This design comes from an exercise in tuning for small area, a short achievable clock period and few clock cycles on the open sky130 flow, not from production work.
The RTL was checked by simulation tests, not by an equivalence proof against the original design.
Power and IR drop assume default switching activity.

==> inputs of 02-05 <==
// bpce
module bpce (
    input  wire        clk,
    input  wire        rst,
    input  wire        cmd_valid,
    output wire        cmd_ready,
    input  wire [31:0] cmd_data,
    output wire        rsp_valid,
    input  wire        rsp_ready,
    output wire [31:0] rsp_data,
    output wire        mem_en,
    output wire        mem_we,
    output wire [11:0] mem_addr,
    output wire [31:0] mem_wdata,
    input  wire [31:0] mem_rdata
);
export LEC_CHECK = 0
export CAP_MARGIN = 30
export CORE_MARGIN = 2
export CORE_UTILIZATION = 40
export SLEW_MARGIN = 45
create_clock -name core_clock -period 25.0 [get_ports {clk}]
run.sh (not shown) runs the stock make flow with config.mk's settings and CLKGATE_MAP_FILE= SYNTH_SCRIPT=/design/flow/synth_recipe.tcl, a recipe that flattens the netlist after the stock synthesis.
==> 10-20: changes against 02-05 <==
--- a/flow/design.v
+++ b/flow/design.v
@@ -61,30 +61,30 @@
     reg        ldv;          
     localparam [11:0] HBASE = 12'h7E0;
     reg [3:0]  hl [0:30];
     reg [30:0] hv;
     reg [1:0]  fst;          
     reg [4:0]  fb;           
     reg        fvh;          
     reg [5:0]  sp, spB, spC;
-    reg [10:0] cum;
     reg        vB, vC, okC;
     reg [16:0] ncB, costC, best_cost;
     reg [5:0]  best_p;
     reg [31:0] q0, q1, q2, q3;
     reg [2:0]  qcnt;
     reg [5:0]  bo;
-    reg [11:0] rd_addr;
+    reg [11:0] rd_addr;      
     reg        d1, v2, d2;
     reg [5:0]  ew;
     reg        emode;        
     reg [10:0] eleft;        
     reg [15:0] mpos;         
     reg        ors;          
+    reg        mrs;          
     reg [10:0] dq;
     reg [3:0]  dr;
     reg [3:0]  dcnt;
     reg [31:0] part_m, part_o;
     reg [5:0]  cnt_m, cnt_o;
     reg [10:0] wp, opw;
     reg [10:0] ecnt;
     reg        ovph;
@@ -143,17 +143,17 @@
     wire [31:0] win    = win64[31:0];
     wire [31:0] wmask  = (ew[5]) ? 32'hFFFFFFFF : ~(32'hFFFFFFFF << ew[4:0]);
     wire [31:0] field  = win & wmask;
     wire        flag   = is_v3 && !emode && !pp[5] && win[pp[4:0]];
     wire [31:0] pmask  = ~(32'hFFFFFFFF << pp[4:0]);
     wire [6:0]  bo_w   = {1'b0, bo} + {1'b0, ew};
     wire        need2  = bo_w > 7'd32;
     wire        e_have = (qcnt >= (need2 ? 3'd2 : 3'd1));
-    wire        e_act  = (st == S_ELEM) && !ors && (eleft != 11'd0);
+    wire        e_act  = (st == S_ELEM) && !ors && !mrs && (eleft != 11'd0);
     wire        e_skip = e_act && bo[5] && (qcnt != 3'd0);
     wire        e_rdy  = e_act && !bo[5] && e_have;
     wire        e_out  = e_rdy && !flag && (hdr == 2'd0) && rroom;
     wire        e_flag = e_rdy && flag;
     wire        e_fire = e_out || e_flag;
     wire [6:0]  bo_2w  = bo_w + {1'b0, ew};
     wire [6:0]  bo_adv = is_v2 ? ((bo_2w > 7'd32) ? 7'd32 : bo_w) : bo_w;
     wire        e_pop  = e_skip || (e_out && !emode && (bo_adv[5] || bo_adv[6]));
@@ -180,31 +180,32 @@
     wire        pk_wr   = pk_fm || pk_efm || pk_efo || pk_cw;
     wire        pk_pop  = pk_ov || (pk_mn && !pk_over);
     wire        r_mode  = (st == S_ELEM) || (st == S_PACK) || (st == S_SINIT) || (st == S_SRCH) ||
                           (!is_v3 && ((st == S_LEND) || (st == S_LDEC)));
     wire        q_push  = v2 && !d2;
     wire        q_pop   = e_pop || pk_pop || sA_go;
     wire        v1      = mem_en_r && !mem_we_r && !d1;
     wire [3:0]  q_occ   = {1'b0, qcnt} - {3'd0, q_pop} + {3'd0, q_push} + {3'd0, v1};
-    wire        r_issue = r_mode && !pk_wr && (q_occ < 4'd4) && !ors &&
+    wire        r_issue = r_mode && !pk_wr && (q_occ < 4'd4) && !ors && !mrs &&
                           !((st == S_ELEM) && (eleft == 11'd0));
     reg         s_go;
     reg  [11:0] s_addr;
     reg  [5:0]  s_bo;
     wire [15:0] g_pos   = is_v2 ? {g_q, mul_p[4:0]} : mul_p[15:0];
     wire [15:0] o_pos   = mul_p[15:0];
     wire [5:0]  ld_bn   = bits_needed(mem_wdata_r);
     reg  [5:0]  bn_r;        
     reg         ldv2;
-    wire [4:0]  h_sel   = ldv2 ? (bn_r[4:0] - 5'd1) : (sp[4:0] - 5'd1);
+    wire [4:0]  h_sel   = bn_r[4:0] - 5'd1;
     wire [3:0]  h_rd    = hl[h_sel];
+    wire [4:0]  s_sel   = sp[4:0] - 5'd1;
     wire        h_inc   = ldv2 && is_v3 && !bn_r[5];
-    wire [10:0] sA_hi   = hv[h_sel] ? q0[10:0] : 11'd0;
-    wire [10:0] sA_cum  = cum + sA_hi + {7'd0, h_rd};
+    wire [10:0] sA_hi   = hv[s_sel] ? q0[10:0] : 11'd0;
+    wire [10:0] sA_cnt  = sA_hi + {7'd0, hl[s_sel]};
     wire        sA_want = (st == S_SRCH) && (sp < kg);
     wire        sA_go   = sA_want && (qcnt != 3'd0);
     reg         f_any;
     reg  [4:0]  f_bin;
     integer     fi;
     always @(*) begin
         f_any = 1'b0;
         f_bin = 5'd0;
@@ -234,16 +235,17 @@
             n_r         <= 11'd0;
             size_w      <= 12'd0;
             ldv         <= 1'b0;
             v2          <= 1'b0;
             d1          <= 1'b0;
             d2          <= 1'b0;
             qcnt        <= 3'd0;
             ors         <= 1'b0;
+            mrs         <= 1'b0;
             eleft       <= 11'd0;
             hdr         <= 2'd0;
             fst         <= 2'd0;
         end else begin
             mem_en_r <= 1'b0;
             mem_we_r <= 1'b0;
             ldv      <= 1'b0;
             p_go     = 1'b0;
@@ -279,25 +281,25 @@
                         3'd2: q2 <= mem_rdata;
                         default: q3 <= mem_rdata;
                     endcase
                 end
                 qcnt <= cpop + {2'd0, q_push};
             end
             if (r_issue) begin
                 mem_en_r   <= 1'b1;
-                mem_addr_r <= rd_addr;
+                mem_addr_r <= rd_addr + 12'd1;
                 rd_addr    <= rd_addr + 12'd1;
                 d1         <= 1'b0;
             end
             bn_r <= ld_bn;
             ldv2 <= ldv;
             if (ldv2 && bn_r > kg)
                 kg <= bn_r;
-            if (st == S_LOAD && li == 11'd0)
+            if (st == S_LOAD && cok && li == 11'd0)
                 kg <= 6'd1;
             if (h_inc)
                 hl[h_sel] <= {h_rd[3] && !(f_go && f_bin == h_sel), h_rd[2:0]} + 4'd1;
             if (f_go && !(h_inc && f_bin == h_sel))
                 hl[f_bin] <= {1'b0, f_lo};
             if (f_go)
                 hv[f_bin] <= 1'b1;
             if (e_fire) begin
@@ -381,29 +383,25 @@
                     w1hi        <= (cmd_data[31:11] != 21'd0);
                     d_oob       <= (cmd_data[31:11] != 21'd0) || (cmd_data[10:0] >= n_r);
                     ma          <= is_v2 ? {6'd0, cmd_data[4:0] & g_m[4:0]} : cmd_data[10:0];
                     mb          <= main_w;
                     cok         <= w0ok && (kind != K_NONE) && (cmd_data <= 32'd1024);
                     li          <= 11'd0;
                     dr          <= 4'd0;
                     dcnt        <= 4'd0;
-                    rd_addr     <= is_v3 ? 12'hC00 : 12'h000;
+                    rd_addr     <= is_v3 ? 12'hBFF : 12'hFFF;
                     if (op_r == 3'd2) begin
                         for (b = 0; b < 31; b = b + 1)
                             hl[b] <= 4'd0;
                         hv <= 31'd0;
                     end
                     if (cmd_fire) begin
                         if (op_r == 3'd2 && cmd_data != 32'd0) begin
-                            if (w0ok && (kind != K_NONE) && (cmd_data <= 32'd1024)) begin
-                                st <= S_LOAD;
-                            end else begin
-                                st <= S_DRAIN;
-                            end
+                            st <= S_LOAD;
                         end else begin
                             cmd_ready_r <= 1'b0;
                             st          <= S_DEC;
                         end
                     end
                 end
                 S_DEC: begin
                     hdr   <= 2'd0;
@@ -458,24 +456,23 @@
                             end
                             default: begin  
                                 hdr    <= 2'd2;
                                 p_last = 1'b0;
                             end
                         endcase
                     end
                 end
-                S_DRAIN: if (cmd_fire) begin
-                    mem_wdata_r <= mem_wdata_r - 32'd1;
-                    if (mem_wdata_r == 32'd1) begin
-                        cmd_ready_r <= 1'b0;
-                        st          <= S_DEC;
+                S_LOAD: if (!cok) begin
+                    if (cmd_fire) begin
+                        mem_wdata_r <= mem_wdata_r - 32'd1;
+                        if (mem_wdata_r == 32'd1)
+                            st <= S_DEC;
                     end
-                end
-                S_LOAD: begin
+                end else begin
                     mem_addr_r  <= is_v3 ? (12'hC00 + {1'b0, li}) : {1'b0, li};
                     mem_wdata_r <= cmd_data;
                     if (cmd_fire) begin
                         mem_en_r <= 1'b1;
                         mem_we_r <= 1'b1;
                         ldv      <= 1'b1;
                         li       <= li + 11'd1;
                         lrem     <= lrem - 11'd1;
@@ -496,58 +493,56 @@
                     cnt_o  <= 6'd0;
                     part_m <= 32'd0;
                     part_o <= 32'd0;
                     ovph   <= 1'b0;
                     eleft  <= n_r;
                     ma <= n_r;
                     mb <= kg;
                     if (is_v3) begin
-                        rd_addr <= HBASE;
+                        rd_addr <= HBASE - 12'd1;
                         st      <= S_SINIT;
                     end else if ((is_v2 && kg > 6'd16) || (!is_v2 && kg == 6'd32)) begin
                         size_w <= {1'b0, n_r};
                         p_go   = 1'b1;
                         p_last = 1'b1;
                         st     <= S_RSP;
                     end else begin
                         st <= S_PACK;
                     end
                 end
                 S_SINIT: begin
                     best_cost <= mul_p;
                     best_p    <= kg;
                     sp        <= 6'd1;
-                    cum       <= 11'd0;
                     ncB       <= {6'd0, n_r};
                     vB        <= 1'b0;
                     vC        <= 1'b0;
                     st        <= S_SRCH;
                 end
                 S_SRCH: begin
                     vB <= sA_go;
                     if (sA_go) begin
-                        cum  <= sA_cum;
-                        ma   <= n_r - sA_cum;
+                        ma   <= ma - sA_cnt;
                         spB  <= sp;
                         ncB  <= ncB + {6'd0, n_r};
                         sp   <= sp + 6'd1;
                     end
                     vC    <= vB;
                     costC <= sB_cost;
                     okC   <= sB_ok;
                     spC   <= spB;
                     if (vC && okC && costC < best_cost) begin
                         best_cost <= costC;
                         best_p    <= spC;
                     end
                     if (!sA_want && !vB && !vC) begin
                         pp      <= best_p;
                         st      <= S_PACK;
-                        rd_addr <= 12'hC00;
+                        rd_addr <= 12'hBFF;
                         qcnt    <= 3'd0;
                         d1      <= 1'b1;
                         d2      <= 1'b1;
                     end
                 end
                 S_GDIV: begin
                     begin : gdiv
                         reg [4:0] r2;
@@ -576,22 +571,25 @@
                 S_ELEM: begin
                     if (ors) begin
                         ors    <= 1'b0;
                         ew     <= kg;
                         emode  <= 1'b1;
                         s_go   = 1'b1;
                         s_addr = 12'h800 + {1'b0, o_pos[15:5]};
                         s_bo   = {1'b0, o_pos[4:0]};
-                    end else if (e_out && emode && !e_last) begin
+                    end else if (mrs) begin
+                        mrs    <= 1'b0;
                         ew     <= kp;
                         emode  <= 1'b0;
                         s_go   = 1'b1;
                         s_addr = {1'b0, mpos[15:5]};
                         s_bo   = {1'b0, mpos[4:0]};
+                    end else if (e_out && emode && !e_last) begin
+                        mrs    <= 1'b1;
                     end
                     if (e_out && e_last)
                         st <= S_RSP;
                 end
                 default: ;
             endcase
             case (fst)
                 2'd0: if (f_go) begin
@@ -612,33 +610,35 @@
                     mem_en_r    <= 1'b1;
                     mem_we_r    <= 1'b1;
                     mem_addr_r  <= HBASE + {7'd0, fb};
                     mem_wdata_r <= mem_rdata + 32'd8;
                     fst         <= 2'd0;
                 end
             endcase
             if (st == S_LOAD) begin
-                if (cmd_fire && lrem == 11'd1)
+                if (!cok)
+                    cmd_ready_r <= !(cmd_fire && mem_wdata_r == 32'd1);
+                else if (cmd_fire && lrem == 11'd1)
                     cmd_ready_r <= 1'b0;
                 else if (f_go || fst == 2'd2)
                     cmd_ready_r <= 1'b0;
                 else if (fst == 2'd1 || fst == 2'd3)
                     cmd_ready_r <= !f_any;
                 else
                     cmd_ready_r <= !f_any;
             end
             if (s_go) begin
                 qcnt       <= 3'd0;
                 bo         <= s_bo;
                 d2         <= 1'b1;
                 mem_en_r   <= 1'b1;
                 mem_we_r   <= 1'b0;
                 mem_addr_r <= s_addr;
-                rd_addr    <= s_addr + 12'd1;
+                rd_addr    <= s_addr;
                 d1         <= 1'b0;
             end
             if (st == S_W1)
                 qcnt <= 3'd0;
             begin : rq
                 reg pop;
                 pop = rsp_fire;
                 if (pop && rl0) begin
==> summary.txt <==
Against 10-20, the global-route usage of 02-05 is lower by 0.48 points. Critical path depth: 10-20 is lower than 02-05 (3). Against 02-05, the worst hold slack of 10-20 is lower by 0.0067 ns. Of 10-20 and 02-05, 02-05 has the higher clock power (gap about 3%, measured against 02-05). Sequential power: 02-05 is lower than 10-20 (about 7%). 10-20 produced a clean layout. 02-05 went through all stages and came out clean. Count of clock-buffer cells in the layout: 10-20 is lower than 02-05 (13).
Testbench counts of 02-05, summed over its fixed seeds: cycles 55,019.
Testbench counts of 10-20, summed over its fixed seeds: cycles 55,124.

## static timing again, ports no longer ideal
Ports are ideal in the flow. The routed layouts listed here were re-timed in OpenROAD. Step 1 assumes that a clkbuf_16 drives the clock port and a buf_2 every other input. Step 2 moves the port delays by t, midway between the first and last clock arrival at a register: inputs arrive t later, outputs are due t later. That takes back most of the time a late clock gives input paths. Three values: ideal ports, drivers, drivers and shift; two values: the first two.
| run | t (ns) | setup WS [ns] | worst hold slack (ns) | latest minus earliest clock arrival (ns) |
|---|---|---|---|---|
| 02-05 | 0.831 | 16.595 / 16.595 / 16.551 | 0.453 / 0.453 / 0.453 | 0.091 / 0.091 |
| 10-20 | 0.800 | 16.212 / 16.212 / 16.212 | 0.446 / 0.446 / 0.446 | 0.061 / 0.061 |
After both steps every run listed still meets setup and hold. For 02-05, which loses most, drivers alone change the setup slack by 0.000 ns; drivers and shift together by -0.044 ns.
